This is an optimization exercise on Yosys and OpenROAD, whose aim is small area, not a production implementation. RTL that was checked went through simulation tests only; none was proved equivalent to the original. Only the layout flow was run in run 1; the RTL was not checked for function there. Power figures rest on the tool's default switching activity, not on a simulated workload.

**flow/flow/run.sh**
```bash
#!/bin/bash
# Layout flow: the standard ORFS flow (standard.sh) with these changes in
# how the layout is built:
#  * synthesis: the standard script, but Yosys's abc runs its default
#    area-oriented mapping script instead of ORFS's speed script (the
#    registers come out of dfflibmap before abc, so they are unchanged);
#  * port buffers use the smallest buffer cell (buf_1);
#  * clock tree synthesis without dummy loads, clkbuf_16 with larger clusters.
# ORFS writes each tool's log under orfs/logs/; make's output goes to flow.log.
set -euo pipefail
here=$(pwd)
cat flow/abc_plain.tcl synth_recipe.tcl > "$here/synth_area.tcl"
export BUFFER_PORTS_ARGS="-buffer_cell sky130_fd_sc_hd__buf_1"
export CTS_ARGS="-sink_clustering_enable -repair_clock_nets -dont_use_dummy_load -buf_list {sky130_fd_sc_hd__clkbuf_16} -sink_clustering_size 25 -sink_clustering_max_diameter 100"
bash standard.sh SYNTH_SCRIPT="$here/synth_area.tcl" finish > flow.log 2>&1
```
**flow/flow/abc_plain.tcl**
```tcl
# Run Yosys's abc with its default mapping script: drop the -script, -D and
# -constr arguments that ORFS's synth.tcl passes, keep the liberty and
# dont_use arguments.
proc abc {args} {
  set keep {}
  set skip 0
  foreach a $args {
    if {$skip} { set skip 0; continue }
    if {$a in {-script -D -constr}} { set skip 1; continue }
    lappend keep $a
  }
  yosys abc {*}$keep
}
```
**flow/standard.sh**
```bash
#!/bin/bash
# synth_recipe.tcl (not shown) runs the flow's synth.tcl, then flattens the netlist and writes it again
# the make line also repeats each setting of config.mk as NAME=value (left out here)
make -C /OpenROAD-flow-scripts/flow DESIGN_CONFIG=/design/flow/config.mk WORK_HOME=/design/flow/orfs CLKGATE_MAP_FILE= SYNTH_SCRIPT=/design/flow/synth_recipe.tcl "${@:-finish}"
```
**flow/config.mk**
```make
export PLATFORM = sky130hd
export DESIGN_NAME = dstu_mac_pad
export DESIGN_NICKNAME = dstu_mac_pad
export VERILOG_FILES = /design/flow/design.v
export SDC_FILE = /design/flow/constraint.sdc
export NUM_CORES = 4
export LEC_CHECK = 0
export CAP_MARGIN = 20
export CORE_MARGIN = 2
export CORE_UTILIZATION = 40
export SLEW_MARGIN = 20
```
**flow/constraint.sdc**
```tcl
create_clock -name core_clock -period 10.0 [get_ports {clk}]
set_input_delay 2.0000 -clock core_clock [delete_from_list [all_inputs] [get_ports {clk}]]
set_output_delay 2.0000 -clock core_clock [all_outputs]
set_load 0.01 [all_outputs]
```
**flow/design.v**
```verilog
module dstu_mac_pad (
    input  wire        clk,
    input  wire        rst,
    input  wire [1:0]  macsel,
    input  wire        cmd_valid,
    output wire        cmd_ready,
    input  wire [31:0] cmd_word,
    input  wire [31:0] cmd_arg0,
    input  wire [31:0] cmd_arg1,
    input  wire [31:0] cmd_arg2,
    output wire        rsp_valid,
    output wire [2:0]  rsp_err,
    output wire [31:0] rsp_ret,
    input  wire [2:0]  sr_sel,
    output reg  [31:0] sr_data,
    output wire [31:0] kb_addr,
    input  wire [7:0]  kb_data,
    output wire [31:0] ib_addr,
    input  wire [7:0]  ib_data,
    output wire        ob_we,
    output wire [31:0] ob_addr,
    output wire [7:0]  ob_data,
    output wire [1:0]  eng_cfg,
    input  wire [7:0]  eng_blklen,
    output wire        eng_abs_valid,
    output reg  [7:0]  eng_abs_byte,
    input  wire        eng_abs_ready,
    output wire        eng_reset,
    output wire        eng_final,
    input  wire        eng_dig_valid,
    input  wire [7:0]  eng_dig_byte,
    output wire        eng_dig_ready
);
    localparam [31:0] ALG_ID  = 32'h44535455;    
    localparam [1:0] UNINIT = 2'd0, KEYED = 2'd1, STALE = 2'd2;
    localparam [2:0] E_OK = 3'd0, E_CFG = 3'd1, E_STATE = 3'd2, E_LEN = 3'd3, E_ILL = 3'd4;
    localparam [7:0] OP_INIT = 8'h01, OP_UPDB = 8'h02, OP_UPDM = 8'h03, OP_FINAL = 8'h04,
                     OP_RESET = 8'h05, OP_GETSIZE = 8'h06, OP_GETNAME = 8'h07;
    localparam [3:0] S_IDLE  = 4'd0,
                     S_RSP   = 4'd1,     
                     S_RST   = 4'd2,     
                     S_IWAIT = 4'd3,     
                     S_ILOAD = 4'd4,     
                     S_IRD   = 4'd5,
                     S_IABS  = 4'd6,
                     S_URD   = 4'd7,
                     S_UABS  = 4'd8,
                     S_UPDB  = 4'd9,
                     S_FPAD0 = 4'd10,    
                     S_FPAD  = 4'd11,
                     S_FKEY  = 4'd12,
                     S_FFIN  = 4'd13,
                     S_FDIG  = 4'd14;
    reg  [3:0]  state;
    reg  [1:0]  fsm;
    reg  [1:0]  cfg;           
    reg  [63:0] cnt;
    reg  [6:0]  klen;
    reg  [1:0]  ret_sel;       
    reg  [2:0]  err;
    reg  [3:0]  sticky;
    reg  [31:0] a;             
    reg  [31:0] e;             
    reg  [7:0]  dc;            
    reg  [5:0]  ph;            
    reg  [511:0] ring;         
    wire        cfgfault = (cfg == 2'd3);
    wire [6:0]  macsize  = {cfg == 2'd2, ~cfg[1], cfg == 2'd1, 4'd0};
    wire [1:0]  fsm_rd   = fsm | {2{cfgfault}};
    wire [7:0]  c_opc = cmd_word[7:0];
    wire [7:0]  c_mod = cmd_word[15:8];
    wire [15:0] c_rsv = cmd_word[31:16];
    wire c_legal = (c_rsv == 16'd0) &&
                   ((c_opc == OP_INIT) ||
                    ((c_opc >= OP_UPDB) && (c_opc <= OP_GETNAME) && (c_mod == 8'd0)));
    wire        c_updm = (c_opc[2:0] == 3'd3);
    wire [31:0] c_addend = c_updm ? cmd_arg2 : {25'd0, macsize};
    wire [32:0] c_end = {1'b0, cmd_arg1} + {1'b0, c_addend};
    wire        c_lenerr = c_end > {1'b0, cmd_arg0};
    wire        keyed = (fsm == KEYED);
    reg  [2:0]  c_err;
    always @(*) begin
        c_err = E_OK;
        if (!c_legal)
            c_err = E_ILL;
        else if (cfgfault)
            c_err = E_CFG;
        else begin
            case (c_opc[2:0])
                3'd1: if (c_mod != 8'd0 || cmd_arg0 > 32'd64) c_err = E_CFG;
                3'd2: if (!keyed) c_err = E_STATE;
                3'd3, 3'd4:
                      if (c_lenerr) c_err = E_LEN;
                      else if (!keyed) c_err = E_STATE;
                default: c_err = E_OK;
            endcase
        end
    end
    wire [8:0]  ii      = a[8:0];
    wire        i_lt_l  = (ii < {2'b00, klen});
    wire        i_eq_l  = (ii == {2'b00, klen});
    wire [9:0]  blk_end = {1'b0, ii} + {2'b00, dc};        
    wire        pk_fld  = (dc >= 8'd9) && (dc <= 8'd12) && (blk_end > {3'b000, klen});
    reg  [7:0]  pk_byte;
    always @(*) begin
        if (pk_fld) begin
            case (dc[1:0])
                2'd0:    pk_byte = {klen[4:0], 3'b000};       
                2'd3:    pk_byte = {6'd0, klen[6:5]};         
                default: pk_byte = 8'h00;
            endcase
        end else if (i_eq_l)
            pk_byte = 8'h80;
        else if (i_lt_l)
            pk_byte = kb_data;
        else
            pk_byte = 8'h00;
    end
    wire        pb_fld  = (dc >= 8'd5) && (dc <= 8'd12);
    reg  [7:0]  pb_v;
    always @(*) begin
        case (dc[3:0])
            4'd12:   pb_v = {cnt[4:0], 3'b000};
            4'd11:   pb_v = cnt[12:5];
            4'd10:   pb_v = cnt[20:13];
            4'd9:    pb_v = cnt[28:21];
            4'd8:    pb_v = cnt[36:29];
            4'd7:    pb_v = cnt[44:37];
            4'd6:    pb_v = cnt[52:45];
            default: pb_v = cnt[60:53];
        endcase
    end
    wire [7:0]  pb_byte = pb_fld ? pb_v : ((state == S_FPAD0) ? 8'h80 : 8'h00);
    reg  [7:0]  key_byte;
    always @(*) begin
        case (ph[5:4])
            2'd0:    key_byte = ring[7:0];
            2'd1:    key_byte = ring[16*8+7:16*8];
            2'd2:    key_byte = ring[32*8+7:32*8];
            default: key_byte = ring[48*8+7:48*8];
        endcase
    end
    wire at_end = (a == e);
    assign cmd_ready     = (state == S_IDLE);
    assign rsp_valid     = (state == S_RSP);
    assign rsp_err       = err;
    assign rsp_ret       = (ret_sel == 2'd2) ? ALG_ID :
                           (ret_sel == 2'd1) ? {25'd0, macsize} : 32'd0;
    assign kb_addr       = {25'd0, a[6:0]};
    assign ib_addr       = a;
    assign ob_addr       = a;
    assign ob_data       = eng_dig_byte;
    assign eng_dig_ready = (state == S_FDIG) && !at_end;
    assign ob_we         = eng_dig_ready && eng_dig_valid;
    assign eng_cfg       = cfg;
    assign eng_reset     = rst | (state == S_RST);
    assign eng_final     = (state == S_FFIN);
    wire key_rdy = (ph[3:0] == 4'd2) && (dc != 8'd0);
    assign eng_abs_valid = (state == S_IABS) || (state == S_UABS) || (state == S_UPDB) ||
                           (state == S_FPAD0) || (state == S_FPAD) ||
                           ((state == S_FKEY) && key_rdy);
    always @(*) begin
        case (state)
            S_IABS:          eng_abs_byte = pk_byte;
            S_UABS:          eng_abs_byte = ib_data;
            S_UPDB:          eng_abs_byte = a[7:0];
            S_FPAD0, S_FPAD: eng_abs_byte = pb_byte;
            default:         eng_abs_byte = key_byte;
        endcase
    end
    always @(*) begin
        case (sr_sel)
            3'd0:    sr_data = {20'd0, sticky, 1'b0, err, 1'b0, ~cmd_ready, fsm_rd};
            3'd1:    sr_data = rsp_ret;
            3'd2:    sr_data = {25'd0, macsize};
            3'd3:    sr_data = {24'd0, eng_blklen};
            3'd4:    sr_data = cnt[31:0];
            3'd5:    sr_data = cnt[63:32];
            3'd6:    sr_data = {25'd0, klen};
            default: sr_data = 32'd0;
        endcase
    end
    wire abs_fire = eng_abs_valid && eng_abs_ready;
    wire dc_last  = (dc == 8'd1);
    wire dc_zero  = (dc == 8'd0);
    wire st_idle  = (state == S_IDLE);
    wire st_iwait = (state == S_IWAIT);
    wire st_iload = (state == S_ILOAD);
    wire st_iabs  = (state == S_IABS);
    wire st_uabs  = (state == S_UABS);
    wire st_updb  = (state == S_UPDB);
    wire st_fpad  = (state == S_FPAD0) || (state == S_FPAD);
    wire st_fkey  = (state == S_FKEY);
    wire st_ffin  = (state == S_FFIN);
    wire st_fdig  = (state == S_FDIG);
    wire acc      = st_idle && cmd_valid;
    wire acc_ok   = acc && (c_err == E_OK);
    wire [2:0] op = c_opc[2:0];
    wire msg_fire = abs_fire && (st_uabs || st_updb);
    always @(posedge clk)
        ring <= {ring[503:0], st_iload ? ~kb_data : ring[511:504]};
    always @(posedge clk) begin
        if (rst)
            ph <= 6'd0;
        else if (!(st_fkey && abs_fire))
            ph <= ph + 6'd1;
    end
    wire cnt_clr = rst || st_ffin || (acc_ok && ((op == 3'd1) || (op == 3'd5)));
    wire [63:0] cnt_ones;                    
    assign cnt_ones[0] = 1'b1;
    genvar gi;
    generate for (gi = 1; gi < 64; gi = gi + 1) begin : g_cones
        assign cnt_ones[gi] = cnt_ones[gi-1] & cnt[gi-1];
    end endgenerate
    always @(posedge clk)
        cnt <= (cnt ^ (cnt_ones & {64{msg_fire}})) & {64{~cnt_clr}};
    wire a_clr = st_iwait || (st_iload && a[6]);
    wire a_inc = st_iload || ((st_iabs || st_uabs) && abs_fire) || ob_we;
    wire [31:0] a_plus = a + 32'd1;
    always @(posedge clk) begin
        if (st_idle)
            a <= {cmd_arg1[31:8], (op == 3'd2) ? cmd_arg0[7:0] : cmd_arg1[7:0]};
        else if (a_clr)
            a[8:0] <= 9'd0;
        else if (a_inc)
            a <= a_plus;
    end
    always @(posedge clk)
        if (st_idle)
            e <= c_end[31:0];
    wire dc_ld_b = (acc_ok && ((op == 3'd1) || ((op == 3'd4) && (dc < 8'd12)))) ||
                   (dc_last && abs_fire && (st_iabs || st_uabs || st_updb));
    wire dc_ld_k = dc_last && abs_fire && st_fpad;
    wire dc_dec  = abs_fire && (st_iabs || st_uabs || st_updb || st_fpad || st_fkey);
    wire [7:0] dc_minus = dc - 8'd1;
    always @(posedge clk) begin
        if (dc_ld_b)
            dc <= eng_blklen;
        else if (dc_ld_k)
            dc <= {1'b0, klen};
        else if (dc_dec)
            dc <= dc_minus;
    end
    task respond(input [2:0] code);
        begin
            err   <= code;
            case (code)
                E_CFG:   sticky[0] <= 1'b1;
                E_STATE: sticky[1] <= 1'b1;
                E_LEN:   sticky[2] <= 1'b1;
                E_ILL:   sticky[3] <= 1'b1;
                default: ;
            endcase
            state <= S_RSP;
        end
    endtask
    always @(posedge clk) begin
        if (rst) begin
            state   <= S_IDLE;
            cfg     <= macsel;
            fsm     <= UNINIT;
            klen    <= 7'd0;
            ret_sel <= 2'd0;
            err     <= E_OK;
            sticky  <= 4'd0;
        end else begin
            case (state)
                S_IDLE: begin
                    if (cmd_valid) begin
                        if (c_err != E_OK)
                            respond(c_err);
                        else begin
                            case (op)
                                3'd1: begin      
                                    klen  <= cmd_arg0[6:0];
                                    fsm   <= KEYED;
                                    state <= S_IWAIT;
                                end
                                3'd2:            
                                    state <= S_UPDB;
                                3'd3:            
                                    state <= S_URD;
                                3'd4: begin      
                                    ret_sel <= 2'd1;
                                    fsm     <= STALE;
                                    state   <= S_FPAD0;
                                end
                                3'd5: begin      
                                    if (keyed)
                                        fsm <= STALE;
                                    err   <= E_OK;
                                    state <= S_RST;
                                end
                                3'd6: begin      
                                    ret_sel <= 2'd1;
                                    respond(E_OK);
                                end
                                default: begin   
                                    ret_sel <= 2'd2;
                                    respond(E_OK);
                                end
                            endcase
                        end
                    end
                end
                S_RSP:
                    state <= S_IDLE;
                S_RST:
                    state <= S_RSP;
                S_IWAIT:
                    if (ph == 6'd63)
                        state <= S_ILOAD;
                S_ILOAD:
                    if (a[6])
                        state <= S_IRD;
                S_IRD:
                    state <= S_IABS;
                S_IABS:
                    if (abs_fire) begin
                        if (dc_last && !i_lt_l)
                            respond(E_OK);
                        else
                            state <= S_IRD;
                    end
                S_UPDB:
                    if (abs_fire)
                        respond(E_OK);
                S_URD:
                    if (at_end)
                        respond(E_OK);
                    else
                        state <= S_UABS;
                S_UABS:
                    if (abs_fire)
                        state <= S_URD;
                S_FPAD0, S_FPAD:
                    if (abs_fire)
                        state <= dc_last ? S_FKEY : S_FPAD;
                S_FKEY:
                    if (dc_zero)
                        state <= S_FFIN;
                S_FFIN:
                    state <= S_FDIG;
                S_FDIG:
                    if (at_end)
                        respond(E_OK);
                default:
                    state <= S_IDLE;
            endcase
        end
    end
endmodule
```
==> results_dict.tcl, run 1 <==
set metrics [dict create \
    status "complete, no violations" \
    switching_share_pct 31.26 \
    clockBufferDepth 3 \
    stdcell_area_um2 26040 \
    io_pins 358 \
    crit_start "cmd_word[2]" \
    die_w_um 243.9 \
    wl_mm 60.70 \
    ctsRootBufferMaster "clkbuf_16" \
    power_density_nw_per_um2 255.1 \
    async_flop_share_pct 0 \
    track_usage_pct 19.68 \
    drv_slew 0 \
    p_leak_nw 9.839 \
    grt_pass1_wl_mm 90.33 \
    wl_per_cell_um 19.47 \
    min_period_ps 9420 \
    core_area_um2 56600 \
    hp-start "ring[292]" \
    path_max_fanout 9 \
    dp_slack_ps -395.3 \
    grt.overflow.total 0 \
    yosys_most_used_dff "dfxtp_1" \
    p_sw_mw 2.077 \
    grt_max_degree 54 \
    synth_enable_flop_cells 74 \
    drc 0 \
    ys_types 59 \
    fin_nets 2625 \
    die_area_um2 59510 \
    relSlewSlack_pct 26.86 \
    arrival_ps 9720 \
    ys_warn_count 1 \
    register_area_um2 14310 \
    hold_buffers 0 \
    crit_path_start_kind "input pin" \
    fin_crit_sh_pct 94.20 \
    hp-class "flip-flop to flip-flop" \
    clock_power_share_pct 21.4 \
    clock-sinks 678 \
    rows 87 \
    cts_inserted_buffers 34 \
    cp.required_ps 10300 \
    vias 15870 \
    layout-drive-gt1-share_pct 5.558 \
    start_util_pct 40.69 \
    finClkSkew_ps 51.90 \
    final.setup.worst_slack_ps 580.3 \
    slowest_delay_ps 410 \
    first_global_vias 15230 \
    end_kind "flip-flop" \
    clk_pin_slew_ps 90 \
    dr.pass1.iters 6 \
    port-buffer-count 298 \
    gp_congestion 0.9078 \
    cp_num_buf_inv 3 \
    synth_area_um2 23030 \
    hold_viol 0 \
    crit_type "input pin to flip-flop" \
    multi_input_area_um2 7925 \
    pwr-share-comb_pct 21.2 \
    dpl_cell_area_um2 25070 \
    synth-seq-cells 678 \
    fmax_mhz 106.2 \
    pwr-share-seq_pct 57.5 \
    drt_first_iter_violations 1199 \
    p_int_mw 4.566 \
    vdd_drop_max_v 0.0001330 \
    ys_seq_area_share_pct 62.15 \
    fp.dieH_um 243.9 \
    crit_family "compound AO/OA/AOI/OAI gates" \
    cpMostUsedCell "o21bai_1" \
    drv_cap 0 \
    htreeDepth 2 \
    clk_latency_ps 570 \
    cts_tree "yes" \
    synth_cells 2018 \
    total_power_mw 6.642 \
    tightestPinTransition_ps 1089 \
    antenna_found_initial 7 \
    reg2reg_from "cfg[1]" \
    via_per_inst 5.091 \
    avgSynthCellArea_um2 11.41 \
    hpwl_mm 45.81 \
    antenna_left 0 \
    setup_viol 0 \
    fillers 5342 \
    cpMaxStageDelayCell "fa_1" \
    area_growth_pct 13.05 \
]
## final cells by class
type,instances,share of cell area [%]
Inverter,92,1.326
Timing Repair Buffer,363,6.315
Sequential cell,678,54.98
Tap cell,756,3.633
Clock buffer,34,3.268
Multi-Input combinational cell,1190,30.44
Antenna cell,4,0.03845
## layout by cell type (no fill, tap or decap), drive strengths merged, types with 24 or more instances in the layout
master  count
xor2       30
edfxtp     74
a222oi     26
buf       363
nor2      138
and2       54
ha         94
a21oi     125
nand4      26
o21ai      61
o21bai     28
dfxtp     604
and3       25
nand3      24
conb       43
nor4       30
clkbuf     34
xnor2      73
nand2     117
clkinv     91
nor3       58
## state kept, by name, indices dropped and copies added, names as in the netlist, 3 cells and up
signal  flops
err         3
ring      512
e          32
a          32
cnt        64
klen        7
sticky      4
state       4
dc          8
ph          6
## per-layer routing
layer  vias up  wire (µm)  track usage, %
li1       7672          -               -
met1      7593      27090           26.57
met3        99       3551           2.908
met2       500      28480           32.54
met5         -         35               0
met4         6       1553           6.151
## synth_stat cells, drive strengths merged, types with 18 or more instances
| library cell | number | area share (%) |
|---|---|---|
| xor2 | 30 | 1.1 |
| nor3 | 58 | 1.3 |
| and3 | 25 | 0.68 |
| edfxtp | 74 | 9.6 |
| nand2 | 117 | 1.9 |
| a222oi | 26 | 1.1 |
| and4 | 18 | 0.68 |
| clkinv | 92 | 1.5 |
| nor2 | 138 | 2.2 |
| buf | 100 | 3.3 |
| dfxtp | 604 | 53 |
| a31oi | 21 | 0.57 |
| xnor2 | 73 | 2.8 |
| nand4 | 26 | 0.71 |
| a21oi | 125 | 2.7 |
| nand3 | 24 | 0.52 |
| o21bai | 28 | 0.91 |
| nor4 | 30 | 0.81 |
| o21ai | 61 | 1.3 |
| and2 | 54 | 1.5 |
| ha | 94 | 5.1 |
## per-stage QoR
stage          cells  TNS, ps  util, %  hold WS [ps]
6_report        3117        0    45.99         266.2
5_1_grt         3116    -2768    45.99         262.4
4_1_cts         3112        0    45.79         270.8
3_5_place_dp    3078   -28580    44.29         312.1
3_3_place_gp    3078   -22450    44.29         309.9
2_1_floorplan   2060        0        -         309.6
## path summary, 6_finish.rpt
path	endpoint	slack, ps	cells after the start
worst max register to register	dc[5]	1960	43
worst max-delay path	dc[5]	580	47
worst min-delay path	ring[300]	270	0
worst min register to register	ring[300]	270	0
## logic make-up after synthesis
| group | count (synthesis) | synth area share, % |
|---|---|---|
| buf+inv | 192 | 4.759 |
| flops | 678 | 62.15 |
| mux | 17 | 0.7878 |
| other cells | 1 | 0.01628 |
| simple gates | 550 | 12.13 |
| fa+ha+maj | 96 | 5.281 |
| compound gates | 381 | 10.95 |
| xor+xnor | 103 | 3.917 |
## power by group through the flow
stage	sequential, mW	clock [mW]	combinational (mW)
after detailed placement	3.88	0	1.40
after global routing	3.89	1.54	1.55
final	3.82	1.42	1.41
after CTS	3.83	1.46	1.41
after global placement	3.86	0	1.37
after floorplan	3.77	0	0.934
## what timing repair did
action,4_1_cts,5_1_grt
buffers inserted,0,1
resized for setup,0,23
endpoints found under the setup margin,0,101
==> run 2: changes to the inputs <==
--- a/flow/design.v
+++ b/flow/design.v
@@ -100,6 +100,7 @@
     wire        i_lt_l  = (ii < {2'b00, klen});
     wire        i_eq_l  = (ii == {2'b00, klen});
-    wire [9:0]  blk_end = {1'b0, ii} + {2'b00, dc};        
-    wire        pk_fld  = (dc >= 8'd9) && (dc <= 8'd12) && (blk_end > {3'b000, klen});
+    wire [6:0]  blk_end = {1'b0, ii[5:0]} + {3'b000, dc[3:0]};
+    wire        pk_fld  = (dc[7:4] == 4'd0) && (dc[3:0] >= 4'd9) && (dc[3:0] <= 4'd12) &&
+                          (!i_lt_l || (blk_end > klen));
     reg  [7:0]  pk_byte;
     always @(*) begin
--- a/flow/config.mk
+++ b/flow/config.mk
@@ -8,4 +8,4 @@
 export CAP_MARGIN = 20
 export CORE_MARGIN = 2
-export CORE_UTILIZATION = 40
+export CORE_UTILIZATION = 60
 export SLEW_MARGIN = 20
==> results_dict.tcl, run 2 <==
set metrics [dict create \
    power_density_nw_per_um2 256.3 \
    io_pins 358 \
    register_area_um2 14310 \
    synth_cells 2022 \
    gp_congestion 0.9496 \
    multi_input_area_um2 7735 \
    async_flop_share_pct 0 \
    arrival_ps 9790 \
    vias 15800 \
    vdd_drop_max_v 0.0002762 \
    path_max_fanout 9 \
    wl_mm 56.43 \
    hp-start "ring[103]" \
    drv_cap 0 \
    crit_type "input pin to flip-flop" \
    fp.dieH_um 199.4 \
    drc 0 \
    clk_pin_slew_ps 90 \
    layout_common_cells "604 x dfxtp_1, 298 x buf_1, 150 x nor2_1, 117 x nand2_1, 116 x a21oi_1" \
    largest_register_ffs 512 \
    reg_top3 "ring: 512 flops, cnt: 64 flops" \
    layout-drive-gt1-share_pct 4.474 \
    synth_enable_flop_cells 74 \
    grt_pass1_wl_mm 84.31 \
    dpl_cell_area_um2 24530 \
    finClkSkew_ps 49.84 \
    pwr-share-comb_pct 20.5 \
    reg2reg_from "cfg[1]" \
    ys_types 59 \
    yosys_most_used_dff "dfxtp_1" \
    min_period_ps 9478 \
    synth_most_common_cell "dfxtp_1" \
    cts_inserted_buffers 31 \
    drv_slew 0 \
    slowest_delay_ps 390 \
    stdcell_area_um2 25370 \
    drt_first_iter_violations 1256 \
    status "complete, no violations" \
    antenna_left 0 \
    die_w_um 199.4 \
    first_global_vias 14890 \
    crit_start "cmd_word[0]" \
    grt_max_degree 38 \
    fmax_mhz 105.5 \
    clock-sinks 678 \
    fin_crit_sh_pct 94.78 \
    hp-class "flip-flop to flip-flop" \
    p_sw_mw 2.017 \
    fin_nets 2612 \
    area_growth_pct 10.77 \
    ctsRootBufferMaster "clkbuf_16" \
    ys_seq_area_share_pct 62.50 \
    r2r_slack_ps 1950 \
    synth_area_um2 22900 \
    pwr-share-seq_pct 59.1 \
    clk_latency_ps 610 \
    avgSynthCellArea_um2 11.33 \
    cts_tree "yes" \
    n_antenna_cell 0 \
    top_register "ring" \
    ys_warn_count 1 \
    clockBufferDepth 3 \
    cp.required_ps 10320 \
    hpwl_mm 42.02 \
    via_per_inst 5.529 \
    cpMaxStageDelayCell "a2111o_1" \
    clock_power_share_pct 20.3 \
    synthTopCellsByArea "dfxtp_1 53%, edfxtp_1 9.7%, ha_1 5.0%" \
    die_area_um2 39750 \
    end_kind "flip-flop" \
    switching_share_pct 31.02 \
    synth_top_area_share_pct 52.80 \
    port-buffer-count 298 \
    post_cts_buffers 0 \
    p_leak_nw 9.724 \
    tns_ps 0 \
    dr.pass1.iters 7 \
    crit_path_start_kind "input pin" \
    antenna_found_initial 0 \
    wl_per_cell_um 19.75 \
    relSlewSlack_pct 23.48 \
    setup_viol 0 \
    p_int_mw 4.486 \
    cpMostUsedCell "o21bai_1" \
    track_usage_pct 27.81 \
    final_common_cell "dfxtp_1" \
    grt.overflow.total 0 \
    fillers 2909 \
    core_area_um2 37670 \
    rows 71 \
    htreeDepth 1 \
    yosysTopAreaCell "dfxtp_1" \
    synth_common_cells "604 x dfxtp_1, 150 x nor2_1, 127 x a21oi_1" \
    tightestPinTransition_ps 1145 \
    start_util_pct 60.80 \
    synth-seq-cells 678 \
    hold_viol 0 \
]
run 2: cell count changes after synthesis, moves of 7 or more:
cell,previous run,this run
nor3_1,58,68
o21bai_1,28,17
nor2b_1,15,7
nor2_1,138,150
xor2_1,30,37
o21ai_0,61,72
nand3_1,24,33
run 2: kinds of logic (layout without fill, tap and decap cells):
family,after synthesis,after routing,share of synthesized area (%)
AOI/OAI and AO/OA,378,378,10.79
xor gates and xnor gates,112,112,4.283
adders and majority gates,93,93,5.146
buffers and inverters,193,476,4.802
DFF,678,678,62.50
muxes,8,8,0.3824
other,1,43,0.01637
and+or+nand+nor,559,559,12.08
run 2: final timing paths:
kind,to,cells after the start
setup / recovery,dc[4],47
hold / removal,ring[111],0
setup reg to reg,dc[4],41
hold reg to reg,ring[111],0
run 2: power groups by stage:
stage / sequential [mW] / combinational (mW) / clock (mW)
4_1_cts: 3.85 / 1.32 / 1.35
2_1_floorplan: 3.78 / 0.909 / 0
3_5_place_dp: 3.89 / 1.31 / 0
5_1_grt: 3.91 / 1.46 / 1.44
6_report: 3.85 / 1.33 / 1.32
3_3_place_gp: 3.88 / 1.30 / 0
run 2: layout make-up:
cell class | instances | area share [%]
Multi-Input combinational cell | 1193 | 30.49
Sequential cell | 678 | 56.42
Timing Repair Buffer | 352 | 6.135
Inverter | 93 | 1.376
Tap cell | 511 | 2.520
Clock buffer | 31 | 3.058
run 2: critical path, delay by kind of cell:
kind                     cells  cell delay (ps)
AO/OA/AOI/OAI               29             4690
XOR/XNOR                     1              180
AND/OR/NAND/NOR              9             1250
multiplexers                 1              310
buffers and inverters        5              770
adder cells (fa/ha/maj)      2              540
run 2: per-stage QoR:
stage	total power [mW]	std cells	utilization [%]	hold WS (ps)	setup slack, ps
after floorplan	4.685	2064	-	309.6	183.8
after global placement	5.173	2825	65.12	310.5	-42.86
after detailed placement	5.208	2825	65.12	312.1	-197.1
after CTS	6.528	2856	67.18	312.2	379.1
after global routing	6.812	2858	67.35	319.2	-58.51
final	6.503	2858	67.35	322.1	522.0
run 2: routing by layer:
layer	wire (µm)	vias up	track usage (%)
li1	-	7614	-
met1	24370	7461	37.49
met2	25910	633	45.76
met3	4206	94	4.270
met4	1952	0	9.849
met5	0	-	0
run 2: timing repair:
item,4_1_cts,5_1_grt
hold buffers,0,0
setup endpoints to repair,0,92
gates resized for setup,0,13
==> run 3: changes to the inputs <==
--- a/flow/config.mk
+++ b/flow/config.mk
@@ -8,4 +8,4 @@
 export CAP_MARGIN = 20
 export CORE_MARGIN = 2
-export CORE_UTILIZATION = 60
+export CORE_UTILIZATION = 40
 export SLEW_MARGIN = 20
==> results_dict.tcl, run 3 <==
set metrics [dict create \
    start_util_pct 40.54 \
    fin_util_pct 45.54 \
    ys_seq_area_share_pct 62.50 \
    fillers 5290 \
    synth_enable_flop_cells 74 \
    cpMaxStageDelayCell "a2111o_1" \
    path_max_fanout 8 \
    yosysTopAreaCell "dfxtp_1" \
    setup_viol 0 \
    die_w_um 243.3 \
    fmax_mhz 108.1 \
    layout-drive-gt1-share_pct 4.600 \
    antenna_left 0 \
    drv_slew 0 \
    cts_tree "yes" \
    slowest_delay_ps 400 \
    vias 15890 \
    drv_cap 0 \
    clk_latency_ps 580 \
    clockBufferDepth 3 \
    wl_per_cell_um 19.37 \
    dp_slack_ps -58.29 \
    synth-seq-cells 678 \
    final.setup.worst_slack_ps 752.8 \
    synth_area_um2 22900 \
    track_usage_pct 19.82 \
    min_period_ps 9247 \
    relSlewSlack_pct 27.95 \
    wl_mm 60.15 \
    layout_common_cells "604 x dfxtp_1, 298 x buf_1, 150 x nor2_1, 117 x nand2_1, 116 x a21oi_1" \
    crit_type "input pin to flip-flop" \
    ys_types 59 \
    htreeDepth 2 \
    layout.cells.non_filler 3105 \
    area_growth_pct 12.35 \
    ys_warn_count 1 \
    die_area_um2 59190 \
    io_pins 358 \
    largest_register_ffs 512 \
    antenna_found_initial 2 \
    register_area_um2 14310 \
    reg_top3 "ring: 512 flops, cnt: 64 flops" \
    first_global_vias 15210 \
    hold_viol 0 \
    fp.dieH_um 243.3 \
    dr.pass1.iters 7 \
    avgSynthCellArea_um2 11.33 \
    synth_common_cells "604 x dfxtp_1, 150 x nor2_1, 127 x a21oi_1" \
    multi_input_area_um2 7746 \
    clock-sinks 678 \
    drc 0 \
    port-buffer-count 298 \
    synth_most_common_cell "dfxtp_1" \
    drt_first_iter_violations 1289 \
    synth_top_area_share_pct 52.80 \
    gp_congestion 0.9289 \
    synthTopCellsByArea "dfxtp_1 53%, edfxtp_1 9.7%, ha_1 5.0%" \
    end_kind "flip-flop" \
    dp.cells 3069 \
    p_leak_nw 9.746 \
    cp.required_ps 10300 \
    arrival_ps 9550 \
    core_area_um2 56500 \
    fin_nets 2613 \
    tns_ps 0 \
    hp-class "flip-flop to flip-flop" \
    status "complete, no violations" \
    hold_buffers 0 \
    hpwl_mm 45.50 \
    via_per_inst 5.116 \
    grt_max_degree 68 \
    grt.overflow.total 0 \
    yosys_most_used_dff "dfxtp_1" \
    clk_pin_slew_ps 90 \
    finClkSkew_ps 59.79 \
    vdd_drop_max_v 0.0001947 \
    cts_inserted_buffers 34 \
    power_density_nw_per_um2 256.9 \
    final_common_cell "dfxtp_1" \
    async_flop_share_pct 0 \
    fin_crit_sh_pct 92.47 \
    synth_cells 2022 \
    tightestPinTransition_ps 1078 \
    grt_pass1_wl_mm 90.20 \
    ctsRootBufferMaster "clkbuf_16" \
    top_register "ring" \
    total_power_mw 6.610 \
    cpMostUsedCell "o21bai_1" \
    crit_path_start_kind "input pin" \
    rows 87 \
]
[run 3: final timing paths]
kind	from	end	slack, ps	cells past startpoint
worst max-delay path	cmd_word[1]	dc[0]	750	46
worst min-delay path	ring[301]	ring[309]	300	0
worst max register to register	cfg[1]	dc[0]	2230	42
worst min register to register	ring[301]	ring[309]	300	0
[run 3: critical path: cells and delay by family]
family,cells,cell delay (ps)
compound gates,29,4690
xor+xnor,1,180
fa+ha+maj,2,550
buf+inv,4,600
mux,1,320
simple gates,9,1210
[run 3: logic make-up after synthesis]
family          count (synthesis)  share of synthesized area [%]
flops                         678                          62.50
simple gates                  559                          12.08
compound gates                378                          10.79
buf+inv                       193                          4.802
xor+xnor                      112                          4.283
fa+ha+maj                      93                          5.146
mux                             8                         0.3824
other cells                     1                        0.01637
[run 3: power breakdown]
part,switching [mW],internal [mW]
Combinational,0.889,0.481
Clock,0.792,0.611
Sequential,0.385,3.45
[run 3: area by class of cell]
type / instances / area share [%]
well taps: 756 / 3.676
clock buffers: 34 / 3.307
multi-input cells: 1193 / 30.11
inverters: 93 / 1.357
diodes: 1 / 0.009726
repair buffers: 350 / 5.913
flip-flops and latches: 678 / 55.63
[run 3: per-layer routing]
metal / track usage [%] / up-vias / share of wire (%)
li1: - / 7627 / -
met1: 27.80 / 7568 / 45
met2: 30.54 / 600 / 44
met3: 4.274 / 89 / 7.6
met4: 6.117 / 2 / 2.8
met5: 0 / - / 0.018
[run 3: what timing repair did]
action / CTS / global route
endpoints found under the setup margin: 0 / 91
resized for setup: 0 / 13
setup buffers: 0 / 0
[run 3: metrics by stage]
| step | area, µm² | hold WS, ps |
|---|---|---|
| after CTS | 25650 | 299.3 |
| final | 25730 | 295.3 |
| after detailed placement | 24800 | 312.1 |
| after global placement | 24800 | 310.3 |
| after global routing | 25730 | 299.1 |
| after floorplan | 23070 | 309.6 |
==> run 4: changes to the inputs <==
--- a/flow/flow/run.sh
+++ b/flow/flow/run.sh
@@ -12,4 +12,4 @@
 cat flow/abc_plain.tcl synth_recipe.tcl > "$here/synth_area.tcl"
 export BUFFER_PORTS_ARGS="-buffer_cell sky130_fd_sc_hd__buf_1"
-export CTS_ARGS="-sink_clustering_enable -repair_clock_nets -dont_use_dummy_load -buf_list {sky130_fd_sc_hd__clkbuf_16} -sink_clustering_size 25 -sink_clustering_max_diameter 100"
+export CTS_ARGS="-sink_clustering_enable -repair_clock_nets -dont_use_dummy_load -buf_list {sky130_fd_sc_hd__clkbuf_8} -sink_clustering_size 14 -sink_clustering_max_diameter 60"
 bash standard.sh SYNTH_SCRIPT="$here/synth_area.tcl" finish > flow.log 2>&1
--- a/flow/config.mk
+++ b/flow/config.mk
@@ -8,4 +8,4 @@
 export CAP_MARGIN = 20
 export CORE_MARGIN = 2
-export CORE_UTILIZATION = 40
+export CORE_UTILIZATION = 60
 export SLEW_MARGIN = 20
==> results_dict.tcl, run 4 <==
set metrics [dict create \
    slowest_delay_ps 390 \
    relSlewSlack_pct 27.28 \
    track_usage_pct 28.13 \
    dr.pass1.iters 8 \
    finClkSkew_ps 111.0 \
    n_antenna_cell 0 \
    ys_warn_count 1 \
    start_util_pct 60.80 \
    reg_top3 "ring: 512 flops, cnt: 64 flops" \
    antenna_found_initial 0 \
    area_growth_pct 10.87 \
    hold_viol 0 \
    hp-class "flip-flop to flip-flop" \
    crit_family "compound AO/OA/AOI/OAI gates" \
    cpMostUsedCell "o21bai_1" \
    cpMaxStageDelayCell "a2111o_1" \
    rows 71 \
    first_global_vias 15140 \
    grt_pass1_wl_mm 84.66 \
    clock-sinks 678 \
    fin_crit_sh_pct 94.17 \
    gp_congestion 0.9496 \
    drv_cap 0 \
    grt.overflow.total 0 \
    fin_util_pct 67.41 \
    port-buffer-count 298 \
    ctsRootBufferMaster "clkbuf_8" \
    synth_top_area_share_pct 52.80 \
    synth_area_um2 22900 \
    status "complete, no violations" \
    crit_start "cmd_word[0]" \
    die_area_um2 39750 \
    wl_mm 56.43 \
    layout-drive-gt1-share_pct 5.560 \
    ys_types 59 \
    clockBufferDepth 3 \
    fmax_mhz 106.2 \
    power_density_nw_per_um2 255.6 \
    top_register "ring" \
    grt_max_degree 38 \
    core_area_um2 37670 \
    drc 0 \
    avgSynthCellArea_um2 11.33 \
    largest_register_ffs 512 \
    synth-seq-cells 678 \
    stdcell_area_um2 25390 \
    cp.required_ps 10330 \
    io_pins 358 \
    clk_latency_ps 680 \
    reg2reg_from "cfg[1]" \
    p_leak_nw 9.759 \
    path_max_fanout 9 \
    total_power_mw 6.489 \
    htreeDepth 2 \
    ys_seq_area_share_pct 62.50 \
    drt_first_iter_violations 1285 \
    tns_ps 0 \
    drv_slew 0 \
    clk_pin_slew_ps 80 \
    via_per_inst 5.519 \
    hpwl_mm 42.02 \
    dpl_cell_area_um2 24530 \
    cts_inserted_buffers 58 \
    fp.dieH_um 199.4 \
    async_flop_share_pct 0 \
    synthTopCellsByArea "dfxtp_1 53%, edfxtp_1 9.7%, ha_1 5.0%" \
    hp-start "ring[445]" \
    end_kind "flip-flop" \
    vdd_drop_max_v 0.0002763 \
    synth_cells 2022 \
    min_period_ps 9417 \
    antenna_left 0 \
    final_common_cell "dfxtp_1" \
    layout_common_cells "604 x dfxtp_1, 298 x buf_1, 150 x nor2_1, 117 x nand2_1, 116 x a21oi_1" \
    vias 15920 \
    crit_path_start_kind "input pin" \
    post_cts_buffers 0 \
    arrival_ps 9740 \
    synth_enable_flop_cells 74 \
    synth_common_cells "604 x dfxtp_1, 150 x nor2_1, 127 x a21oi_1" \
    wl_per_cell_um 19.56 \
    yosys_most_used_dff "dfxtp_1" \
    fin_nets 2639 \
    setup_viol 0 \
    post_cts_resized 0 \
    die_w_um 199.4 \
    cp_num_buf_inv 5 \
    hold_buffers 0 \
    yosysTopAreaCell "dfxtp_1" \
    cts_tree "yes" \
    synth_most_common_cell "dfxtp_1" \
    crit_type "input pin to flip-flop" \
    tightestPinTransition_ps 1087 \
]
-- run 4: cell counts after synthesis --
No cell type changed its count.
-- run 4: routing by layer --
layer / GRT usage [%] / part of all wire, % / up-vias / wire length, µm
met5: 0 / 0 / - / 0
met4: 11.36 / 3.6 / 0 / 2029
met3: 5.840 / 8.1 / 101 / 4574
met2: 45.41 / 46 / 685 / 25840
met1: 37.12 / 42 / 7471 / 23980
li1: - / - / 7666 / -
-- run 4: final timing paths --
| kind | slack [ps] | endpoint | depth (start not counted) |
|---|---|---|---|
| max reg2reg | 1950 | dc[4] | 41 |
| max | 580 | dc[4] | 47 |
| min | 280 | ring[453] | 0 |
| min reg2reg | 280 | ring[453] | 0 |
-- run 4: final cells by class --
class	instances	area, µm²
inverters	93	349.1
multi-input cells	1193	7735
fillers	2966	12270
flip-flops and latches	678	14310
well taps	511	639.4
clock buffers	58	798.3
repair buffers	352	1556
-- run 4: stage by stage --
stage	setup WS (ps)	hold WS, ps	std cells
after floorplan	183.8	309.6	2064
after global placement	-42.86	310.5	2825
after detailed placement	-197.1	312.1	2825
after CTS	389.3	264.4	2883
after global routing	-23.45	286.6	2885
final	583.2	276.7	2885
-- run 4: kinds of logic after synthesis --
| group | count (synthesis) | share of synthesized area, % |
|---|---|---|
| flip-flops | 678 | 62.50 |
| AND/OR/NAND/NOR | 559 | 12.08 |
| AO/OA/AOI/OAI | 378 | 10.79 |
| buffers and inverters | 193 | 4.802 |
| XOR/XNOR | 112 | 4.283 |
| adder cells (fa/ha/maj) | 93 | 5.146 |
| multiplexers | 8 | 0.3824 |
| other | 1 | 0.01637 |
-- run 4: report_power, final --
group          switching (mW)  internal, mW
registers               0.385          3.45
logic                   0.856         0.480
clock network           0.799         0.515
==> run 5: changes to the inputs <==
--- a/flow/flow/run.sh
+++ b/flow/flow/run.sh
@@ -12,4 +12,4 @@
 cat flow/abc_plain.tcl synth_recipe.tcl > "$here/synth_area.tcl"
 export BUFFER_PORTS_ARGS="-buffer_cell sky130_fd_sc_hd__buf_1"
-export CTS_ARGS="-sink_clustering_enable -repair_clock_nets -dont_use_dummy_load -buf_list {sky130_fd_sc_hd__clkbuf_8} -sink_clustering_size 14 -sink_clustering_max_diameter 60"
+export CTS_ARGS="-sink_clustering_enable -repair_clock_nets -dont_use_dummy_load -buf_list {sky130_fd_sc_hd__clkbuf_16} -sink_clustering_size 25 -sink_clustering_max_diameter 100"
 bash standard.sh SYNTH_SCRIPT="$here/synth_area.tcl" finish > flow.log 2>&1
==> flow/flow/abc_plain.tcl (replaced) <==
# Run Yosys's abc with its default mapping script, but with the mapper's
# delay relaxation raised so it favours area: drop the -script, -D and
# -constr arguments that ORFS's synth.tcl passes, keep the liberty and
# dont_use arguments.
proc abc {args} {
  set keep {}
  set skip 0
  foreach a $args {
    if {$skip} { set skip 0; continue }
    if {$a in {-script -D -constr}} { set skip 1; continue }
    lappend keep $a
  }
  yosys abc -script "+strash;&get,-n;&fraig,-x;&put;scorr;dc2;dretime;strash;&get,-n;&dch,-f;&nf,-R,1000;&put" {*}$keep
}
==> results_dict.tcl, run 5 <==
set metrics [dict create \
    status "complete, no violations" \
    top_register "ring" \
    grt_busiest_layer "met2" \
    final_common_cell "dfxtp_1" \
    tightestPinTransition_ps 1003 \
    antenna_found_initial 5 \
    hp-start "ring[160]" \
    p_sw_mw 2.110 \
    p_int_mw 4.506 \
    first_global_vias 14960 \
    drt_first_iter_violations 1251 \
    port-buffer-count 298 \
    synthTopCellsByArea "dfxtp_1 53%, edfxtp_1 9.8%, ha_1 5.0%" \
    fillers 2979 \
    ys_warn_count 1 \
    area_growth_pct 11.69 \
    drv_cap 0 \
    r2r_cells 48 \
    async_flop_share_pct 0 \
    wl_per_cell_um 20.42 \
    yosysTopAreaCell "dfxtp_1" \
    rows 71 \
    pwr-share-comb_pct 21.9 \
    hpwl_mm 42.43 \
    fmax_mhz 105.9 \
    cts_inserted_buffers 31 \
    dr.pass1.iters 6 \
    gp_congestion 0.9795 \
    setup_viol 0 \
    end_kind "flip-flop" \
    globalRouteMet1Util_pct 39.69 \
    fin_nets 2617 \
    crit_type "input pin to flip-flop" \
    slowest_delay_ps 380 \
    power_density_nw_per_um2 260.5 \
    clk_pin_slew_ps 100 \
    finClkSkew_ps 50.98 \
    via_per_inst 5.525 \
    layout-drive-gt1-share_pct 5.655 \
    clock-sinks 678 \
    r2r_end "cnt[63]" \
    vdd_drop_max_v 0.0002316 \
    use_met3_pct 4.883 \
    cts_tree "yes" \
    cpMaxStageDelayCell "o32a_1" \
    largest_register_ffs 512 \
    antenna_left 0 \
    die_w_um 198.7 \
    layout.cells.non_filler 2867 \
    fin_util_pct 67.74 \
    synth_common_cells "604 x dfxtp_1, 143 x nor2_1, 128 x a21oi_1" \
    hold_viol 0 \
    synth_area_um2 22740 \
    fp.dieH_um 198.7 \
    synth_most_common_cell "dfxtp_1" \
    layout_common_cells "604 x dfxtp_1, 298 x buf_1, 142 x nor2_1, 121 x a21oi_1, 117 x nand2_1" \
    synth_top_area_share_pct 53.18 \
    core_area_um2 37490 \
    cp.required_ps 10510 \
    clockBufferDepth 3 \
    fin_hold_ws_ps 303.9 \
    synth-seq-cells 678 \
    min_period_ps 9442 \
    path_max_fanout 14 \
    io_pins 358 \
    track_usage_pct 28.77 \
    grtUsageMet2_pct 47.18 \
    arrival_ps 9960 \
    wl_mm 58.54 \
    start_util_pct 60.65 \
    relSlewSlack_pct 32.82 \
    synth_enable_flop_cells 74 \
    register_area_um2 14310 \
    ctsRootBufferMaster "clkbuf_16" \
    hp-class "flip-flop to flip-flop" \
    min_to "ring[168]" \
    clk_latency_ps 620 \
    switching_share_pct 31.89 \
    grt_pass1_wl_mm 85.84 \
    dp.cells 2830 \
    die_area_um2 39470 \
    ys_seq_area_share_pct 62.95 \
    hold_depth 0 \
    yosys_most_used_dff "dfxtp_1" \
    drv_slew 0 \
    p_leak_nw 9.889 \
    r2r_slack_ps 640 \
    ys_types 52 \
    clock_power_share_pct 20.2 \
    crit_path_start_kind "input pin" \
    pwr-share-seq_pct 57.9 \
    reg2reg_from "state[3]" \
    avgSynthCellArea_um2 11.34 \
    multi_input_area_um2 7621 \
    drc 0 \
    tns_ps 0 \
    fin_crit_sh_pct 94.42 \
    vias 15840 \
    htreeDepth 1 \
    synth_cells 2006 \
    grt_max_degree 73 \
    reg_top3 "ring: 512 flops, cnt: 64 flops" \
    grt.overflow.total 0 \
]
==> run 5: cell types whose count changed after synthesis, moves of 7 or more <==
cell | previous run | this run
and3_1 | 29 | 62
nor2_1 | 150 | 143
o31ai_1 | 9 | 2
and2_0 | 56 | 29
and4_1 | 14 | 4
==> run 5: layout make-up <==
type / count / share of cell area [%]
Antenna cell: 4 / 0.03941
Clock buffer: 31 / 3.055
Inverter: 87 / 1.286
Multi-Input combinational cell: 1183 / 30.01
Sequential cell: 678 / 56.36
Tap cell: 511 / 2.518
Timing Repair Buffer: 373 / 6.730
==> run 5: worst max-delay path: cells and delay by family <==
family	cells	cell delay [ps]
XOR/XNOR	1	180
AND/OR/NAND/NOR	10	1590
buffers and inverters	4	610
adder cells (fa/ha/maj)	2	570
AO/OA/AOI/OAI	29	5010
==> run 5: power by group through the flow <==
stage | clock network [mW] | registers (mW) | logic, mW
floorplan | 0 | 3.77 | 0.961
global placement | 0 | 3.84 | 1.39
detailed placement | 0 | 3.87 | 1.41
CTS | 1.37 | 3.83 | 1.43
global route | 1.45 | 3.89 | 1.60
finish | 1.34 | 3.83 | 1.45
==> run 5: cell families (layout without fill, tap and decap cells) <==
group | count (synthesis) | in the layout | share of synthesized area (%)
compound gates | 372 | 372 | 10.54
xor+xnor | 116 | 116 | 4.468
fa+ha+maj | 93 | 93 | 5.184
buf+inv | 187 | 491 | 4.738
flops | 678 | 678 | 62.95
mux | 2 | 2 | 0.08805
other cells | 1 | 47 | 0.01649
simple gates | 557 | 557 | 12.01
==> run 5: routing by layer <==
layer  vias to the layer above  share of wire, %
met5                         -             0.022
met2                       673                47
met1                      7471                42
met4                         2               2.6
li1                       7601                 -
met3                        93               8.0
==> run 5: timing repair <==
item                                    4_1_cts  5_1_grt
hold buffers                                  0        0
endpoints found under the setup margin        0       95
resized for setup                             0       14
setup buffers                                 0        0
==> run 5: stage by stage <==
stage,worst slack (ps),total power [mW],cell area [µm²]
floorplan,-95.80,4.732,22920
global placement,-22.14,5.231,24510
detailed placement,-230.2,5.284,24510
CTS,303.6,6.635,25290
global route,-33.42,6.943,25390
finish,557.9,6.617,25400
==> run 5: worst max-delay path by stage <==
| stage | slack (ps) | cells after the start | startpoint | end |
|---|---|---|---|---|
| finish | 560 | 46 | cmd_word[1] | klen[5] |
| global route | -30 | 46 | cmd_word[1] | dc[3] |
| CTS | 300 | 45 | cmd_word[1] | dc[1] |
| detailed placement | -230 | 45 | cmd_word[1] | dc[1] |
| global placement | -20 | 45 | cmd_word[1] | dc[0] |
| floorplan | -100 | 43 | eng_abs_ready | cnt[63] |
==> run 6: changes to the inputs <==
--- a/flow/design.v
+++ b/flow/design.v
@@ -97,10 +97,9 @@
         end
     end
-    wire [8:0]  ii      = a[8:0];
-    wire        i_lt_l  = (ii < {2'b00, klen});
-    wire        i_eq_l  = (ii == {2'b00, klen});
-    wire [6:0]  blk_end = {1'b0, ii[5:0]} + {3'b000, dc[3:0]};
+    wire [7:0]  kr      = e[7:0];
+    wire        i_lt_l  = !kr[7] && (kr[6:0] != 7'd0);
+    wire        i_eq_l  = (kr == 8'd0);
     wire        pk_fld  = (dc[7:4] == 4'd0) && (dc[3:0] >= 4'd9) && (dc[3:0] <= 4'd12) &&
-                          (!i_lt_l || (blk_end > klen));
+                          (!i_lt_l || ((kr[6:4] == 3'd0) && (kr[3:0] < dc[3:0])));
     reg  [7:0]  pk_byte;
     always @(*) begin
@@ -230,4 +229,8 @@
         if (st_idle)
             e <= c_end[31:0];
+        else if (st_iwait)
+            e[7:0] <= {1'b0, klen};
+        else if (st_iabs && abs_fire && !kr[7])
+            e[7:0] <= kr - 8'd1;
     wire dc_ld_b = (acc_ok && ((op == 3'd1) || ((op == 3'd4) && (dc < 8'd12)))) ||
                    (dc_last && abs_fire && (st_iabs || st_uabs || st_updb));
==> flow/flow/abc_plain.tcl (replaced) <==
# Run Yosys's abc with its default mapping script: drop the -script, -D and
# -constr arguments that ORFS's synth.tcl passes, keep the liberty and
# dont_use arguments.
proc abc {args} {
  set keep {}
  set skip 0
  foreach a $args {
    if {$skip} { set skip 0; continue }
    if {$a in {-script -D -constr}} { set skip 1; continue }
    lappend keep $a
  }
  yosys abc {*}$keep
}
--- a/flow/config.mk
+++ b/flow/config.mk
@@ -6,6 +6,6 @@
 export NUM_CORES = 4
 export LEC_CHECK = 0
-export CAP_MARGIN = 20
+export CAP_MARGIN = 5
 export CORE_MARGIN = 2
 export CORE_UTILIZATION = 60
-export SLEW_MARGIN = 20
+export SLEW_MARGIN = 5
==> results_dict.tcl, run 6 <==
set metrics [dict create \
    path_max_fanout 9 \
    status "complete, no violations" \
    ctsRootBufferMaster "clkbuf_16" \
    die_w_um 198.3 \
    cts_inserted_buffers 31 \
    cts_tree "yes" \
    fmax_mhz 106.7 \
    layout-drive-gt1-share_pct 4.678 \
    slowest_delay_ps 360 \
    reg_top3 "ring: 512 flops, cnt: 64 flops" \
    clk_pin_slew_ps 100 \
    antenna_left 0 \
    clockBufferDepth 3 \
    cp_num_buf_inv 3 \
    io_pins 358 \
    synth_common_cells "604 x dfxtp_1, 153 x nor2_1, 136 x a21oi_1" \
    dp.cells 2809 \
    crit_family "compound AO/OA/AOI/OAI gates" \
    ys_seq_area_share_pct 63.17 \
    clock-sinks 678 \
    cpMostUsedCell "o21bai_1" \
    wl_per_cell_um 19.62 \
    track_usage_pct 27.36 \
    first_global_vias 14490 \
    tightestPinTransition_ps 1136 \
    rows 71 \
    start_util_pct 60.59 \
    wl_mm 55.80 \
    drc 0 \
    total_power_mw 6.482 \
    drv_cap 0 \
    p_leak_nw 9.692 \
    vias 15870 \
    yosys_most_used_dff "dfxtp_1" \
    grt.overflow.total 0 \
    port-buffer-count 298 \
    dr.pass1.iters 9 \
    layout_common_cells "604 x dfxtp_1, 297 x buf_1, 152 x nor2_1, 127 x a21oi_1, 113 x nand2_1" \
    gp_congestion 0.9430 \
    drt_first_iter_violations 1265 \
    largest_register_ffs 512 \
    fin_hold_ws_ps 308.6 \
    synth_top_area_share_pct 53.36 \
    die_area_um2 39340 \
    yosysTopAreaCell "dfxtp_1" \
    synthTopCellsByArea "dfxtp_1 53%, edfxtp_1 9.8%, ha_1 4.3%" \
    top_register "ring" \
    hold_viol 0 \
    ys_warn_count 1 \
    hp-class "flip-flop to flip-flop" \
    arrival_ps 9730 \
    cp.required_ps 10360 \
    fin_util_pct 67.23 \
    final_common_cell "dfxtp_1" \
    antenna_found_initial 8 \
    end_kind "flip-flop" \
    grt_pass1_wl_mm 81.94 \
    synth_most_common_cell "dfxtp_1" \
    min_period_ps 9373 \
    async_flop_share_pct 0 \
    drv_slew 0 \
    finClkSkew_ps 22.51 \
    area_growth_pct 10.97 \
    htreeDepth 1 \
    synth_area_um2 22660 \
    via_per_inst 5.581 \
    clk_latency_ps 610 \
    hpwl_mm 41.65 \
    avgSynthCellArea_um2 11.33 \
    relSlewSlack_pct 24.13 \
    crit_path_start_kind "input pin" \
    synth_enable_flop_cells 74 \
    synth_cells 2000 \
    layout.cells.non_filler 2844 \
    hold_buffers 0 \
    ys_types 51 \
    power_density_nw_per_um2 257.8 \
    synth-seq-cells 678 \
    vdd_drop_max_v 0.0002233 \
    fin_crit_sh_pct 93.73 \
    fp.dieH_um 198.3 \
    crit_type "input pin to flip-flop" \
    core_area_um2 37400 \
    grt_max_degree 70 \
    setup_viol 0 \
    fin_nets 2580 \
    cpMaxStageDelayCell "a2111oi_2" \
]
-- run 6: kinds of logic after synthesis --
logic type	synth area share [%]
AND/OR/NAND/NOR	12.47
buffers and inverters	4.721
multiplexers	0.5301
adder cells (fa/ha/maj)	4.340
other	0.01655
XOR/XNOR	3.865
flip-flops	63.17
AO/OA/AOI/OAI	10.89
-- run 6: layer usage --
layer  up-vias  track usage, %  share of wire, %
li1       7606               -                 -
met1      7568           36.98                43
met2       584           44.89                47
met3       105           5.416               7.5
met4        10           7.602               2.7
met5         -               0              0.11
-- run 6: what timing repair did --
action | 4_1_cts | 5_1_grt
buffers inserted | 0 | 1
setup endpoints to repair | 0 | 94
gates resized for setup | 0 | 11
-- run 6: final timing paths --
| kind | startpoint | end | slack, ps | depth (start not counted) |
|---|---|---|---|---|
| hold / removal | ring[326] | ring[334] | 310 | 0 |
| setup reg to reg | cfg[1] | dc[6] | 1920 | 43 |
| hold reg to reg | ring[326] | ring[334] | 310 | 0 |
| setup / recovery | cmd_word[1] | dc[6] | 630 | 48 |
-- run 6: power breakdown --
part / leakage [nW] / switching [mW] / total [mW] / internal [mW]
clock network: 0.382 / 0.774 / 1.33 / 0.551
registers: 5.64 / 0.410 / 3.87 / 3.46
logic: 3.67 / 0.833 / 1.28 / 0.448
-- run 6: final cells by class --
class,instances,area (µm²)
multi-input cells,1179,7515
fillers,2937,12250
diodes,3,7.507
clock buffers,31,775.7
flip-flops and latches,678,14310
well taps,511,639.4
inverters,85,319.1
repair buffers,357,1575
-- run 6: stage by stage --
step	cell area, µm²	worst slack (ps)	TNS, ps
floorplan	22840	12.44	0
global placement	24320	-12.41	-94.05
detailed placement	24320	-271.3	-5199
CTS	25100	355.4	0
global route	25140	-46.29	-526.7
finish	25150	627.2	0
==> run 7: changes to the inputs <==
--- a/flow/config.mk
+++ b/flow/config.mk
@@ -6,6 +6,6 @@
 export NUM_CORES = 4
 export LEC_CHECK = 0
-export CAP_MARGIN = 5
+export CAP_MARGIN = 0
 export CORE_MARGIN = 2
 export CORE_UTILIZATION = 60
-export SLEW_MARGIN = 5
+export SLEW_MARGIN = 0
==> results_dict.tcl, run 7 <==
set metrics [dict create \
    die_area_um2 39340 \
    layout.cells.non_filler 2844 \
    clock-sinks 678 \
    crit_type "input pin to flip-flop" \
    dr.pass1.iters 9 \
    synth_common_cells "604 x dfxtp_1, 153 x nor2_1, 136 x a21oi_1" \
    p_leak_nw 9.692 \
    fin_crit_sh_pct 93.73 \
    min_period_ps 9373 \
    synthXorXnorAreaFrac_pct 3.865 \
    cts_inserted_buffers 31 \
    vias 15870 \
    p_sw_mw 2.017 \
    end_kind "flip-flop" \
    power_density_nw_per_um2 257.8 \
    crit_family "compound AO/OA/AOI/OAI gates" \
    core_area_um2 37400 \
    cts_tree "yes" \
    cp.required_ps 10360 \
    port-buffer-count 298 \
    grt_max_degree 70 \
    ys_seq_area_share_pct 63.17 \
    path_max_fanout 9 \
    synth_most_common_cell "dfxtp_1" \
    p_int_mw 4.464 \
    multi_input_area_um2 7515 \
    fin_nets 2580 \
    pwr-share-seq_pct 59.8 \
    async_flop_share_pct 0 \
    drv_cap 0 \
    synthSimpleGateAreaFrac_pct 12.47 \
    start_util_pct 60.59 \
    clockBufferDepth 3 \
    hold_viol 0 \
    io_pins 358 \
    yosysTopAreaCell "dfxtp_1" \
    finClkSkew_ps 22.51 \
    register_area_um2 14310 \
    reg_top3 "ring: 512 flops, cnt: 64 flops" \
    drv_slew 0 \
    cpMaxStageDelayCell "a2111oi_2" \
    hp-class "flip-flop to flip-flop" \
    synthTopCellsByArea "dfxtp_1 53%, edfxtp_1 9.8%, ha_1 4.3%" \
    ctsRootBufferMaster "clkbuf_16" \
    synth-compound-area-share_pct 10.89 \
    first_global_vias 14490 \
    hpwl_mm 41.65 \
    synth_cells 2000 \
    tns_ps 0 \
    synth_top_family_by_area "simple AND/OR/NAND/NOR gates" \
    track_usage_pct 27.36 \
    relSlewSlack_pct 24.13 \
    setup_viol 0 \
    layout-drive-gt1-share_pct 4.678 \
    fp.dieH_um 198.3 \
    tightestPinTransition_ps 1136 \
    synth-seq-cells 678 \
    via_per_inst 5.581 \
    arrival_ps 9730 \
    synth_fa_ha_area_share_pct 4.340 \
    avgSynthCellArea_um2 11.33 \
    wl_mm 55.80 \
    switching_share_pct 31.12 \
    synth_top_area_share_pct 53.36 \
    top_register "ring" \
    rows 71 \
    htreeDepth 1 \
    synth_enable_flop_cells 74 \
    clk_latency_ps 610 \
    cpMostUsedCell "o21bai_1" \
    largest_register_ffs 512 \
    slowest_delay_ps 360 \
    gp_congestion 0.9430 \
    crit_path_start_kind "input pin" \
    dp.cells 2809 \
    grt_pass1_wl_mm 81.94 \
    pwr-share-comb_pct 19.8 \
    die_w_um 198.3 \
    fmax_mhz 106.7 \
    yosys_most_used_dff "dfxtp_1" \
    status "complete, no violations" \
    synth.area.mux_share_pct 0.5301 \
    wl_per_cell_um 19.62 \
    clk_pin_slew_ps 100 \
    drt_first_iter_violations 1265 \
    area_growth_pct 10.97 \
    synth_area_um2 22660 \
    hold_buffers 0 \
    fillers 2937 \
    grt.overflow.total 0 \
    vdd_drop_max_v 0.0002233 \
    antenna_left 0 \
    drc 0 \
    layout_common_cells "604 x dfxtp_1, 297 x buf_1, 152 x nor2_1, 127 x a21oi_1, 113 x nand2_1" \
    ys_warn_count 1 \
    ys_types 51 \
    cp_num_buf_inv 3 \
    antenna_found_initial 8 \
    clock_power_share_pct 20.5 \
    final_common_cell "dfxtp_1" \
]
-- run 7: final timing paths --
path / from / endpoint / slack (ps) / cells past startpoint
worst min-delay path: ring[326] / ring[334] / 310 / 0
worst max-delay path: cmd_word[1] / dc[6] / 630 / 48
worst max register to register: cfg[1] / dc[6] / 1920 / 43
worst min register to register: ring[326] / ring[334] / 310 / 0
-- run 7: cells by family after synthesis --
family,Yosys count
DFF,678
buffers and inverters,185
muxes,11
xor gates and xnor gates,100
AOI/OAI and AO/OA,380
and+or+nand+nor,567
adders and majority gates,78
other,1
-- run 7: power groups by stage --
stage / Clock (mW) / Combinational (mW) / Sequential, mW
after floorplan: 0 / 0.874 / 3.79
after global routing: 1.44 / 1.40 / 3.94
after global placement: 0 / 1.25 / 3.90
final: 1.33 / 1.28 / 3.87
after CTS: 1.35 / 1.27 / 3.88
after detailed placement: 0 / 1.26 / 3.92
-- run 7: layout make-up --
cell class	instances	area share, %
Timing Repair Buffer	357	6.265
Inverter	85	1.269
Antenna cell	3	0.02986
Sequential cell	678	56.92
Multi-Input combinational cell	1179	29.89
Clock buffer	31	3.085
Tap cell	511	2.543
-- run 7: what timing repair did --
item                                    CTS  global route
setup buffers                             0             1
gates resized for setup                   0            11
endpoints found under the hold margin     0             0
endpoints found under the setup margin    0            94
-- run 7: routing by layer --
metal | routed length (µm) | track usage (%) | vias to the layer above | part of all wire (%)
li1 | - | - | 7606 | -
met2 | 26020 | 44.89 | 584 | 47
met3 | 4190 | 5.416 | 105 | 7.5
met4 | 1525 | 7.602 | 10 | 2.7
met5 | 61 | 0 | - | 0.11
met1 | 24010 | 36.98 | 7568 | 43
-- run 7: through the flow --
stage	hold WS [ps]	cell area, µm²	worst slack [ps]	power, mW	util, %
2_1_floorplan	309.6	22840	12.44	4.664	-
3_3_place_gp	309.7	24320	-12.41	5.150	65.03
3_5_place_dp	312.1	24320	-271.3	5.188	65.03
4_1_cts	308.8	25100	355.4	6.502	67.10
5_1_grt	307.7	25140	-46.29	6.777	67.21
6_report	308.6	25150	627.2	6.482	67.23
==> run 8: changes to the inputs <==
--- a/flow/config.mk
+++ b/flow/config.mk
@@ -6,6 +6,6 @@
 export NUM_CORES = 4
 export LEC_CHECK = 0
-export CAP_MARGIN = 0
+export CAP_MARGIN = 20
 export CORE_MARGIN = 2
 export CORE_UTILIZATION = 60
-export SLEW_MARGIN = 0
+export SLEW_MARGIN = 20
==> results_dict.tcl, run 8 <==
set metrics [dict create \
    dr.pass1.iters 6 \
    drt_first_iter_violations 1283 \
    fin_crit_sh_pct 93.62 \
    hp-class "flip-flop to flip-flop" \
    reg_top3 "ring: 512 flops, cnt: 64 flops" \
    ys_types 51 \
    p_leak_nw 9.696 \
    yosysTopAreaCell "dfxtp_1" \
    dpl_cell_area_um2 24320 \
    final.setup.worst_slack_ps 638.1 \
    async_flop_share_pct 0 \
    avgSynthCellArea_um2 11.33 \
    relSlewSlack_pct 25.28 \
    rows 71 \
    crit_type "input pin to flip-flop" \
    synth_top_area_share_pct 53.36 \
    clk_pin_slew_ps 100 \
    vias 15830 \
    ys_warn_count 1 \
    clk_latency_ps 610 \
    arrival_ps 9720 \
    dp_slack_ps -271.3 \
    antenna_left 0 \
    htreeDepth 1 \
    wl_mm 55.59 \
    cts_inserted_buffers 31 \
    synth_cells 2000 \
    multi_input_area_um2 7517 \
    grtUsageMet2_pct 44.89 \
    ys_seq_area_share_pct 63.17 \
    top_register "ring" \
    clockBufferDepth 3 \
    finClkSkew_ps 22.71 \
    use_met3_pct 5.416 \
    io_pins 358 \
    cpMostUsedCell "o21bai_1" \
    layout-drive-gt1-share_pct 4.762 \
    final_common_cell "dfxtp_1" \
    hold_buffers 0 \
    globalRouteMet1Util_pct 36.98 \
    core_area_um2 37400 \
    synth_common_cells "604 x dfxtp_1, 153 x nor2_1, 136 x a21oi_1" \
    stdcell_area_um2 25150 \
    antenna_found_initial 8 \
    start_util_pct 60.59 \
    tightestPinTransition_ps 1112 \
    hpwl_mm 41.65 \
    area_growth_pct 10.99 \
    yosys_most_used_dff "dfxtp_1" \
    crit_path_start_kind "input pin" \
    register_area_um2 14310 \
    port-buffer-count 298 \
    grt_pass1_wl_mm 81.94 \
    synth_enable_flop_cells 74 \
    grt.overflow.total 0 \
    track_usage_pct 27.36 \
    synth-seq-cells 678 \
    wl_per_cell_um 19.54 \
    end_kind "flip-flop" \
    fin_util_pct 67.25 \
    first_global_vias 14490 \
    min_period_ps 9362 \
    gp_congestion 0.9430 \
    ctsRootBufferMaster "clkbuf_16" \
    via_per_inst 5.568 \
    path_max_fanout 9 \
    drc 0 \
    drv_cap 0 \
    synth_most_common_cell "dfxtp_1" \
    largest_register_ffs 512 \
    fillers 2939 \
    fp.dieH_um 198.3 \
    vdd_drop_max_v 0.0002230 \
    synthTopCellsByArea "dfxtp_1 53%, edfxtp_1 9.8%, ha_1 4.3%" \
    die_w_um 198.3 \
    grt_max_degree 70 \
    cpMaxStageDelayCell "a2111oi_2" \
    power_density_nw_per_um2 257.6 \
    fmax_mhz 106.8 \
    hold_viol 0 \
    synth_area_um2 22660 \
    layout_common_cells "604 x dfxtp_1, 297 x buf_1, 152 x nor2_1, 127 x a21oi_1, 113 x nand2_1" \
    setup_viol 0 \
    grt_busiest_layer "met2" \
    fin_nets 2581 \
    die_area_um2 39340 \
    cts_tree "yes" \
    drv_slew 0 \
    status "complete, no violations" \
    slowest_delay_ps 370 \
    clock-sinks 678 \
    cp.required_ps 10360 \
]
==> run 8: cell counts after synthesis <==
Identical to the previous run, type by type.
==> run 8: path summary, 6_finish.rpt <==
check / startpoint / depth (start not counted) / slack [ps] / end
worst max register to register: cfg[1] / 43 / 1920 / dc[6]
worst max-delay path: cmd_word[1] / 48 / 640 / dc[6]
worst min register to register: ring[326] / 0 / 310 / ring[334]
worst min-delay path: ring[326] / 0 / 310 / ring[334]
==> run 8: power by group <==
group          leakage [nW]  total (mW)  switching (mW)  internal, mW
Sequential             5.64        3.87           0.410          3.46
Combinational          3.67        1.28           0.832         0.449
Clock                 0.382        1.32           0.773         0.551
==> run 8: worst max-delay path: cells and delay by family <==
kind,cells,cell delay (ps)
compound gates,32,4820
simple gates,9,1450
xor+xnor,1,120
buf+inv,3,430
fa+ha+maj,2,530
mux,1,330
==> run 8: layout make-up <==
type,count,share of cell area (%)
Antenna cell,2,0.01990
Sequential cell,678,56.91
Clock buffer,31,3.084
Tap cell,511,2.542
Multi-Input combinational cell,1179,29.89
Timing Repair Buffer,358,6.283
Inverter,85,1.269
==> run 8: what timing repair did <==
item                                    CTS  global route
endpoints found under the setup margin    0            94
setup buffers                             0             1
gates resized for setup                   0            11
==> run 8: per-layer routing <==
layer | up-vias | part of all wire, %
met5 | - | 0.13
met1 | 7527 | 43
li1 | 7613 | -
met4 | 10 | 2.7
met3 | 111 | 7.6
met2 | 573 | 47
==> run 8: logic make-up (layout without fill, tap and decap cells) <==
logic type               after synthesis  in the layout  share of synthesized area (%)
flip-flops                           678            678                          63.17
other                                  1             45                        0.01655
buffers and inverters                185            474                          4.721
XOR/XNOR                             100            100                          3.865
multiplexers                          11             11                         0.5301
AO/OA/AOI/OAI                        380            380                          10.89
AND/OR/NAND/NOR                      567            567                          12.47
adder cells (fa/ha/maj)               78             78                          4.340
==> run 8: metrics by stage <==
| stage | power [mW] | TNS (ps) | hold WS, ps | cells |
|---|---|---|---|---|
| 3_5_place_dp | 5.188 | -5199 | 312.1 | 2809 |
| 4_1_cts | 6.502 | 0 | 308.8 | 2840 |
| 2_1_floorplan | 4.664 | 0 | 309.6 | 2042 |
| 6_report | 6.480 | 0 | 305.4 | 2844 |
| 5_1_grt | 6.778 | -526.7 | 307.7 | 2842 |
| 3_3_place_gp | 5.150 | -94.05 | 309.7 | 2809 |

Check on run 8: ideal ports give 0.638 ns setup slack; a clkbuf_16 on the clock port and buf_2 on the inputs give 0.654 ns; moving port delays by the midpoint clock arrival (0.646 ns) as well gives 0.008 ns.
